This is an optimization exercise on Yosys and OpenROAD, whose aim is a short achievable clock period and few clock cycles per item, not a production implementation.
Only simulation tests tie the RTL to the original design; equivalence was not proved.

[flow/config.mk]
export PLATFORM = sky130hd
export DESIGN_NAME = dnp3_rx
export DESIGN_NICKNAME = dnp3_rx
export VERILOG_FILES = /design/flow/design.v
export SDC_FILE = /design/flow/constraint.sdc
export NUM_CORES = 4
export LEC_CHECK = 0
export CAP_MARGIN = 20
export CORE_MARGIN = 2
export CORE_UTILIZATION = 40
export PLACE_DENSITY = 0.6
export SLEW_MARGIN = 20
[flow/constraint.sdc]
create_clock -name core_clock -period 8.0 [get_ports {clk}]
set_input_delay 1.6000 -clock core_clock [delete_from_list [all_inputs] [get_ports {clk}]]
set_output_delay 1.6000 -clock core_clock [all_outputs]
set_load 0.01 [all_outputs]
[flow/design.v]
module dnp3_rx (
    input  wire        clk,
    input  wire        rst,
    input  wire        cmd_valid,
    output reg         cmd_ready,
    input  wire [8:0]  cmd_len,
    input  wire        in_valid,
    output reg         in_ready,
    input  wire [31:0] in_data,
    output reg         res_valid,
    output reg  [3:0]  res_err,
    output reg  [16:0] res_mask,
    output reg  [6:0]  res_sum,
    output reg  [4:0]  res_nblk,
    output reg  [7:0]  res_len,
    output reg  [7:0]  res_ctrl,
    output reg  [15:0] res_dst,
    output reg  [15:0] res_src
);
    localparam [3:0] E_OK       = 4'd0,
                     E_LENGTH   = 4'd1,
                     E_INTEGRITY= 4'd3,
                     E_CLEN     = 4'd4,
                     E_RANGE    = 4'd6,
                     E_BADFNC   = 4'd8,
                     E_ADDRESS  = 4'd9,
                     E_STARTMARK= 4'd10;
    localparam [15:0] RES1 = 16'hD2BD,
                      RES2 = 16'hE3B5,
                      RES3 = 16'h1AA2,
                      RES4 = 16'h66C5;
    function [15:0] crc4;
        input [15:0] s;
        input [31:0] d;
        integer i, j;
        reg [15:0] c;
        begin
            c = s;
            for (i = 0; i < 4; i = i + 1) begin
                c = c ^ {8'd0, d[8*i +: 8]};
                for (j = 0; j < 8; j = j + 1)
                    c = c[0] ? ((c >> 1) ^ 16'hA6BC) : (c >> 1);
            end
            crc4 = c;
        end
    endfunction
    function tileable;
        input [8:0] t;
        reg   [8:0] r;
        begin
            r = (t - 9'd10) % 9'd18;
            tileable = (t >= 9'd10) && (t <= 9'd292) && (r != 9'd1) && (r != 9'd2);
        end
    endfunction
    reg         in_v1, cmd_v1;
    reg  [31:0] in_d1;
    reg  [8:0]  cmd_len1;
    wire        cmd_x = cmd_valid & cmd_ready;
    always @(posedge clk) begin
        in_d1    <= in_data;
        cmd_len1 <= cmd_len;
        if (rst) begin
            in_v1  <= 1'b0;
            cmd_v1 <= 1'b0;
        end else begin
            in_v1  <= in_valid & in_ready;
            cmd_v1 <= cmd_x;
        end
    end
    reg  [8:0]  fq_t   [0:3];
    reg  [6:0]  fq_nm1 [0:3];    
    reg         fq_z   [0:3];    
    reg         fq_b1  [0:3];    
    reg         fq_b2  [0:3];    
    reg  [1:0]  fq_wp, fq_rp;
    reg  [2:0]  fq_cnt;
    reg         zpend;           
    wire [6:0]  c_nb   = cmd_len1[8:2] + {6'd0, |cmd_len1[1:0]};
    wire        c_zero = (cmd_len1 == 9'd0);
    wire [8:0]  h_t   = fq_t[fq_rp];
    wire [6:0]  h_nm1 = fq_nm1[fq_rp];
    wire        h_z   = fq_z[fq_rp];
    wire        h_b1  = fq_b1[fq_rp];
    wire        h_b2  = fq_b2[fq_rp];
    wire        h_ne  = (fq_cnt != 3'd0);
    reg         nf;         
    reg         nsec;       
    reg         nl;         
    reg  [3:0]  nph;        
    reg  [6:0]  rem;        
    reg  [1:0]  fk;         
    reg  [8:0]  ft;         
    reg  [4:0]  fblk;       
    wire        bv     = in_v1;
    wire        first  = nf;
    wire        last   = first ? h_b1 : nl;
    wire [1:0]  k      = first ? h_t[1:0] : fk;
    wire [8:0]  t_cur  = first ? h_t : ft;
    wire [3:0]  ph     = first ? 4'd0 : nph;
    wire [4:0]  blk    = first ? 5'd0 : fblk;
    wire        split  = (ph == 4'd2) && !last;
    wire        endb   = (ph == 4'd6) && !last;
    wire        fresh  = first || (ph == 4'd7);
    wire        contn  = !(fresh || split);
    wire        conte  = !fresh;
    wire        chk    = last || split || endb;
    reg  [3:0]  emask;
    reg  [15:0] eres;
    always @(*) begin
        if (last) begin
            case (k)
                2'd1:    begin emask = 4'b0001; eres = RES1; end
                2'd2:    begin emask = 4'b0011; eres = RES2; end
                2'd3:    begin emask = 4'b0111; eres = RES3; end
                default: begin emask = 4'b1111; eres = RES4; end
            endcase
        end else if (split) begin
            emask = 4'b0011; eres = RES2;
        end else begin
            emask = 4'b1111; eres = RES4;
        end
    end
    wire [3:0]  nmask  = split ? 4'b1100 : 4'b1111;
    function [31:0] bytemask;
        input [31:0] d;
        input [3:0]  m;
        begin
            bytemask = d & {{8{m[3]}}, {8{m[2]}}, {8{m[1]}}, {8{m[0]}}};
        end
    endfunction
    wire [15:0] dn_w = crc4(16'd0, bytemask(in_d1, nmask));
    wire [15:0] de_w = crc4(16'd0, bytemask(in_d1, emask)) ^ eres;
    wire        retire0 = nf && h_ne && h_z;      
    wire        pop     = (bv && first) || retire0;
    wire        push    = cmd_v1;
    reg         v2, contn2, conte2, chk2, tok2;
    reg  [15:0] dn2, de2;
    reg  [4:0]  blk2;
    reg  [8:0]  t2;
    reg  [7:0]  start0, start1, hlen, hctrl;
    reg  [15:0] hdst, hsrc;
    always @(posedge clk) begin
        if (push) begin
            fq_t[fq_wp]   <= cmd_len1;
            fq_nm1[fq_wp] <= c_nb - 7'd1;
            fq_z[fq_wp]   <= c_zero;
            fq_b1[fq_wp]  <= (c_nb == 7'd1);
            fq_b2[fq_wp]  <= (c_nb == 7'd2);
        end
        dn2    <= dn_w;
        de2    <= de_w;
        contn2 <= contn;
        conte2 <= conte;
        blk2   <= blk;
        t2     <= t_cur;
        if (bv) begin
            if (first) begin
                ft    <= h_t;
                fk    <= h_t[1:0];
                rem   <= h_nm1;
                nl    <= h_b2;
                nsec  <= !h_b1;
                start0 <= in_d1[7:0];
                start1 <= in_d1[15:8];
                hlen   <= in_d1[23:16];
                hctrl  <= in_d1[31:24];
            end else begin
                rem   <= rem - 7'd1;
                nl    <= (rem == 7'd2);
                nsec  <= 1'b0;
            end
            if (nsec && !first) begin
                hdst <= in_d1[15:0];
                hsrc <= in_d1[31:16];
            end
            nph  <= (ph == 4'd8) ? 4'd0 : ph + 4'd1;
            fblk <= chk ? blk + 5'd1 : blk;
        end
        if (rst) begin
            fq_wp  <= 2'd0;
            fq_rp  <= 2'd0;
            fq_cnt <= 3'd0;
            zpend  <= 1'b0;
            nf     <= 1'b1;
            v2     <= 1'b0;
            chk2   <= 1'b0;
            tok2   <= 1'b0;
            cmd_ready <= 1'b1;
            in_ready  <= 1'b0;
        end else begin
            in_ready <= 1'b1;
            if (push) fq_wp <= fq_wp + 2'd1;
            if (pop)  fq_rp <= fq_rp + 2'd1;
            fq_cnt <= fq_cnt + {2'd0, push} - {2'd0, pop};
            zpend  <= (push && c_zero) || (zpend && !retire0);
            cmd_ready <= !cmd_x && !(push && c_zero) && !(zpend && !retire0) &&
                         ({1'b0, fq_cnt} + {3'd0, push} < 4'd4);
            if (bv) nf <= last;
            v2   <= bv;
            chk2 <= bv && chk;
            tok2 <= (bv && last) || retire0;
        end
    end
    reg  [15:0] acc;
    reg  [15:0] x3;
    reg         chk3, tok3;
    reg  [4:0]  blk3;
    reg         tile3, start_ok3;
    reg  [8:0]  explen3;
    reg  [2:0]  hidx3;
    reg  [3:0]  herr3;
    reg  [7:0]  hlen3, hctrl3;
    reg  [15:0] hdst3, hsrc3;
    reg  [4:0]  nblk3;
    wire [15:0] acc_m = crc4(acc, 32'd0);
    wire        prm      = hctrl[6];
    wire [3:0]  fnc      = hctrl[3:0];
    wire        fnc_ok   = prm ? (fnc == 4'd0 || fnc == 4'd1 || fnc == 4'd2 ||
                                  fnc == 4'd3 || fnc == 4'd4 || fnc == 4'd9)
                               : (fnc == 4'd0 || fnc == 4'd1 || fnc == 4'd11);
    wire        fcv_req  = (fnc == 4'd2) || (fnc == 4'd3);
    reg  [2:0]  hidx;
    reg  [3:0]  herr;
    always @(*) begin
        hidx = 3'd0;
        herr = E_OK;
        if (hlen < 8'd5) begin
            hidx = 3'd1; herr = E_RANGE;
        end else if (!fnc_ok) begin
            hidx = 3'd2; herr = E_BADFNC;
        end else if (prm && (hctrl[4] != fcv_req)) begin
            hidx = 3'd3; herr = E_RANGE;
        end else if (!prm && hctrl[5]) begin
            hidx = 3'd4; herr = E_RANGE;
        end else if (hsrc == 16'hFFFF) begin
            hidx = 3'd5; herr = E_ADDRESS;
        end else if (hdst == hsrc) begin
            hidx = 3'd6; herr = E_ADDRESS;
        end
    end
    always @(posedge clk) begin
        if (v2)
            acc <= (contn2 ? acc_m : 16'd0) ^ dn2;
        x3        <= (conte2 ? acc_m : 16'd0) ^ de2;
        blk3      <= blk2;
        nblk3     <= blk2 + 5'd1;
        explen3   <= t2 - 9'd5 - {3'd0, blk2, 1'b0};
        tile3     <= tileable(t2);
        start_ok3 <= (start0 == 8'h05) && (start1 == 8'h64);
        hidx3     <= hidx;
        herr3     <= herr;
        hlen3     <= hlen;
        hctrl3    <= hctrl;
        hdst3     <= hdst;
        hsrc3     <= hsrc;
        if (rst) begin
            chk3 <= 1'b0;
            tok3 <= 1'b0;
        end else begin
            chk3 <= chk2;
            tok3 <= tok2;
        end
    end
    reg  [16:0] macc;       
    wire        fail3   = chk3 && (x3 != 16'd0);
    wire [16:0] fbit    = fail3 ? (17'd1 << blk3) : 17'd0;
    wire [16:0] maskf   = macc | fbit;
    wire        crcfail = |maskf;
    wire        lenfail = ({1'b0, hlen3} != explen3);
    always @(posedge clk) begin
        if (rst) begin
            macc      <= 17'd0;
            res_valid <= 1'b0;
        end else begin
            macc      <= tok3 ? 17'd0 : maskf;
            res_valid <= tok3;
        end
        if (!tile3) begin
            res_err  <= E_LENGTH;
            res_mask <= 17'd0;
            res_sum  <= 7'd0;
            res_nblk <= 5'd0;
            res_len  <= 8'd0;
            res_ctrl <= 8'd0;
            res_dst  <= 16'd0;
            res_src  <= 16'd0;
        end else begin
            res_mask <= maskf;
            res_nblk <= nblk3;
            res_len  <= hlen3;
            res_ctrl <= hctrl3;
            res_dst  <= hdst3;
            res_src  <= hsrc3;
            if (!start_ok3) begin
                res_err <= E_STARTMARK;
                res_sum <= 7'd0;
            end else begin
                res_sum <= {hidx3, 1'b0, lenfail, (hidx3 != 3'd0), crcfail};
                if (crcfail)
                    res_err <= E_INTEGRITY;
                else if (hidx3 != 3'd0)
                    res_err <= herr3;
                else if (lenfail)
                    res_err <= E_CLEN;
                else
                    res_err <= E_OK;
            end
        end
    end
endmodule
[flow/run.sh]
#!/bin/bash
# synth_recipe.tcl (not shown) runs the flow's synth.tcl, then flattens the netlist and writes it again
# the make line also repeats each setting of config.mk as NAME=value (left out here)
make -C /OpenROAD-flow-scripts/flow DESIGN_CONFIG=/design/flow/config.mk WORK_HOME=/design/flow/orfs CLKGATE_MAP_FILE= SYNTH_SCRIPT=/design/flow/synth_recipe.tcl finish
==> notes.md <==
[area by class of cell]
| type | instances | area [um2] |
|---|---|---|
| clock buffer | 64 | 1450 |
| clock inverter | 27 | 250 |
| fill | 5057 | 29900 |
| inverter | 49 | 184 |
| multi-input combinational | 1247 | 10700 |
| sequential | 483 | 11500 |
| tap | 756 | 946 |
| timing repair buffer | 136 | 1340 |
[synth_stat cells, types with 6 or more instances]
cell type,number
clkbuf_1,37
and2_1,64
o21ai_0,39
xnor2_2,24
dfxtp_1,298
inv_1,48
nor2_1,90
nand2b_1,6
xor2_1,120
mux2i_1,6
nor4_1,14
o211ai_1,11
xor3_1,6
a21oi_1,48
nor2b_1,20
xor2_2,12
a31oi_1,14
xnor3_2,15
xnor2_4,8
ha_1,41
or2_2,8
nand4_1,14
buf_1,6
nor3_1,24
nand2_1,114
and3_1,11
xnor3_1,28
mux4_2,19
xnor2_1,373
edfxtp_1,185
nand3_1,16
mux2_2,11
[state kept, by name, indices dropped and copies added (netlist names), 17 cells and up, named ones only]
register  count
fq_nm1       28
fq_t         36
in_d1        32
macc         17
res_mask     17
[path summary, 6_finish.rpt]
| path | from | endpoint | depth (start not counted) |
|---|---|---|---|
| min reg2reg | hctrl[7] | hctrl3[7] | 0 |
| max | nf | de2[5] | 14 |
| max reg2reg | nf | de2[5] | 14 |
| min | hctrl[7] | hctrl3[7] | 0 |
[metal layers]
metal	up-vias	GRT usage (%)
li1	6458	-
met1	6405	22.0
met2	273	28.8
met3	53	2.45
met4	0	4.90
met5	-	0
[stage by stage]
step | util (%) | setup WS, ns | std cells | cell area [um2]
2_1_floorplan | - | 2.35 | 1834 | 22700
3_3_place_gp | 43.9 | 1.93 | 2671 | 24700
3_5_place_dp | 43.9 | 1.74 | 2671 | 24700
4_1_cts | 46.9 | 1.75 | 2762 | 26400
5_1_grt | 46.9 | 1.24 | 2762 | 26400
6_report | 46.9 | 1.74 | 2762 | 26400
[logic make-up after synthesis]
| family | after synthesis |
|---|---|
| compound gates | 162 |
| xor+xnor | 593 |
| fa+ha+maj | 43 |
| buf+inv | 104 |
| flops | 483 |
| mux | 39 |
| other cells | 1 |
| simple gates | 409 |
[worst reg2reg max path, stage by stage (launching register included)]
cell and delay (ns):
dfxtp_1 0.78, inv_1 0.41, a21boi_0 0.52, ha_1 0.52, inv_1 0.15, o21ai_1 0.18, xor2_1 0.42, xor3_2 0.49
xnor3_2 0.51, xor2_2 0.31, xnor3_2 0.45, xnor3_2 0.47, xnor2_2 0.37, xor3_1 0.40, xnor2_1 0.14
==> results by group <==
STA
  – RSZ-0062 raised after global routing: no
  – Final-report setup violation count: 0
  – Worst Skew: approximately 0.019 ns
  – Slew @ Worst Pin: 1.04 ns
  – TNS Setup: 0 ns
  – Hold Slack: 0.354 ns
  – Max Slew Vio Count: 0
  – Fin. Hold Viols: 0
  – Max Freq: 160 MHz
  – Final period utilization: around 80%
  – Slew margin rel.: a little under a third
  – Min cycle time layout: 6.26 ns

Setup path
  – Largest delay contributor family on the critical path: XOR/XNOR gates
  – Crit path DAT: 6.72 ns
  – Cell Chain, Critical Path: inv_1 -> a21boi_0 -> ha_1 -> inv_1 -> o21ai_1 -> xor2_1 -> xor3_2 -> xnor3_2 -> xor2_2 -> xnor3_2 -> xnor3_2 -> xnor2_2 -> xor3_1 -> xnor2_1
  – Bufs and invs on worst path: 2
  – R2R setup slack: 1.74 ns
  – Setup crit end kind: flip-flop
  – Most used cell, CP: xnor3_2
  – CP max-delay cell: dfxtp_1
  – Crit path kind: reg2reg
  – Critical Path Fanout Max: 19
  – Critical Path RT: approximately 8.5 ns
  – Slowest stage delay, CP: 0.78 ns
  – Worst Setup Start Kind: flip-flop

Logic synthesis
  – Largest family of logic cells by synthesized area: XOR/XNOR gates
  – Number of enable flip-flop cells after synthesis: 185
  – Mux share of post-synthesis cell area: approximately 2.9%
  – Synth area leader: dfxtp_1
  – Post-Synth Simple-Gate Area: 9.02%
  – Syn. warnings: 1
  – Synth Area per Inst: between 10 and 15 um2
  – Register area share after synthesis: between 50% and 60%
  – Share of the synthesized area in the top cell type: a little over a quarter
  – Mapped Area: about 0.023 mm2
  – Synth top area cells: dfxtp_1, edfxtp_1, xnor2_1
  – Yosys cell types: 76
  – Main synth FF type: dfxtp_1
  – Compound-Gate Fraction of Synth Area: 4.53%
  – Post-Synth XOR/XNOR Area: 28.4%
  – Post-synthesis register bit count: 483
  – Post-synth ARST share: 0%
  – Synth Instances: 1,834
  – Synth Area in Adders: 2.44%
  – Syn_nets: 1,922

Global route
  – GRT Util Overall: 16.8%
  – Vias in the first global route: 13,600
  – Gr ovfl total: 0
  – Initial antenna violation count: 5
  – Largest net degree at the start of global routing: 60
  – First-pass GRT wire length: 77,200 um

Routing
  – ANT nets after route: 0
  – Met3 wire len: ~2000 um
  – Drt total wl: 49,300 um
  – Met1 Routed Length: around 22,000 um
  – TritonRoute pass-1 iters: 5
  – DR WL/cell: 17.8 um
  – Top Layer Used: met4
  – Via density: approximately 4.8
  – Via Count: 13,200
  – DR WL met2: approximately 24,000 um
  – DRT iter0 DRCs: 770
  – Drc violations: 0

Die
  – Rows: 87
  – Core area: 0.0563 mm2
  – Die Height: 242 um
  – Number of top-level pins: 129
  – Die ar.: 0.0586 mm2
  – Die X: 242 um
  – Initial Utilization: 40.3%

Place
  – Buffers on Ports: 127
  – RePlAce Congestion: 0.840
  – HPWL Detailed: approximately 37,000 um

Clock tree
  – Clk buf depth: 3
  – CTS clk-pin slew, worst paths: 0.07 ns
  – Num CTS Buffers: 49
  – CTS-repair resized insts: 0
  – CTS Hold Bufs: 0
  – Htree depth: 2
  – Post-CTS Setup Repair Bufs: 0
  – Root Driver: clkbuf_16
  – CTS tree: built
  – Clk sinks: slightly below 500
  – Worst-Skew Late Latency: slightly below 0.6 ns

Finish
  – Ant. Diodes: 0
  – Nets@finish: 2,054
  – Commonest cells after routing, fill and taps aside: xnor2_1, dfxtp_1, edfxtp_1, clkdlybuf4s50_1, xor2_1
  – Area growth from synthesis to layout: 16.4%
  – Share of cells above drive strength 1: about 10%
  – Most common cell after layout, fill and taps aside: xnor2_1

Worst hold path
  – Worst min path class: reg2reg

Run
  – Max_cap viols: 0

Outcome
  – Status: no timing/DRC/antenna violations
Testbench counts, summed over its fixed seeds: cycles 12,395, frames 320.

## static timing again, ports no longer ideal
No port has a modelled driver above. Below, the same layout with a new extraction and two added sets of constraints.
Step 1 sets driving cells, clkbuf_16 on the clock port and buf_2 on the other inputs (assumed; they add their load-dependent delay and slew).
Step 2 moves the port delays by t, midway between the first and last clock arrival at a register: inputs arrive t later, outputs are due t later. That takes back most of the time a late clock gives input paths.
Three values: no drivers, after step 1, after step 2; two values: the first two.
t, ns: 0.643
setup slack, ns: 1.744 / 1.744 / 1.744
pins driven straight from the clock port: 1
After both steps setup and hold are still met in this run. The setup slack of this run moves by 0.000 ns with the drivers and by 0.000 ns with both steps.
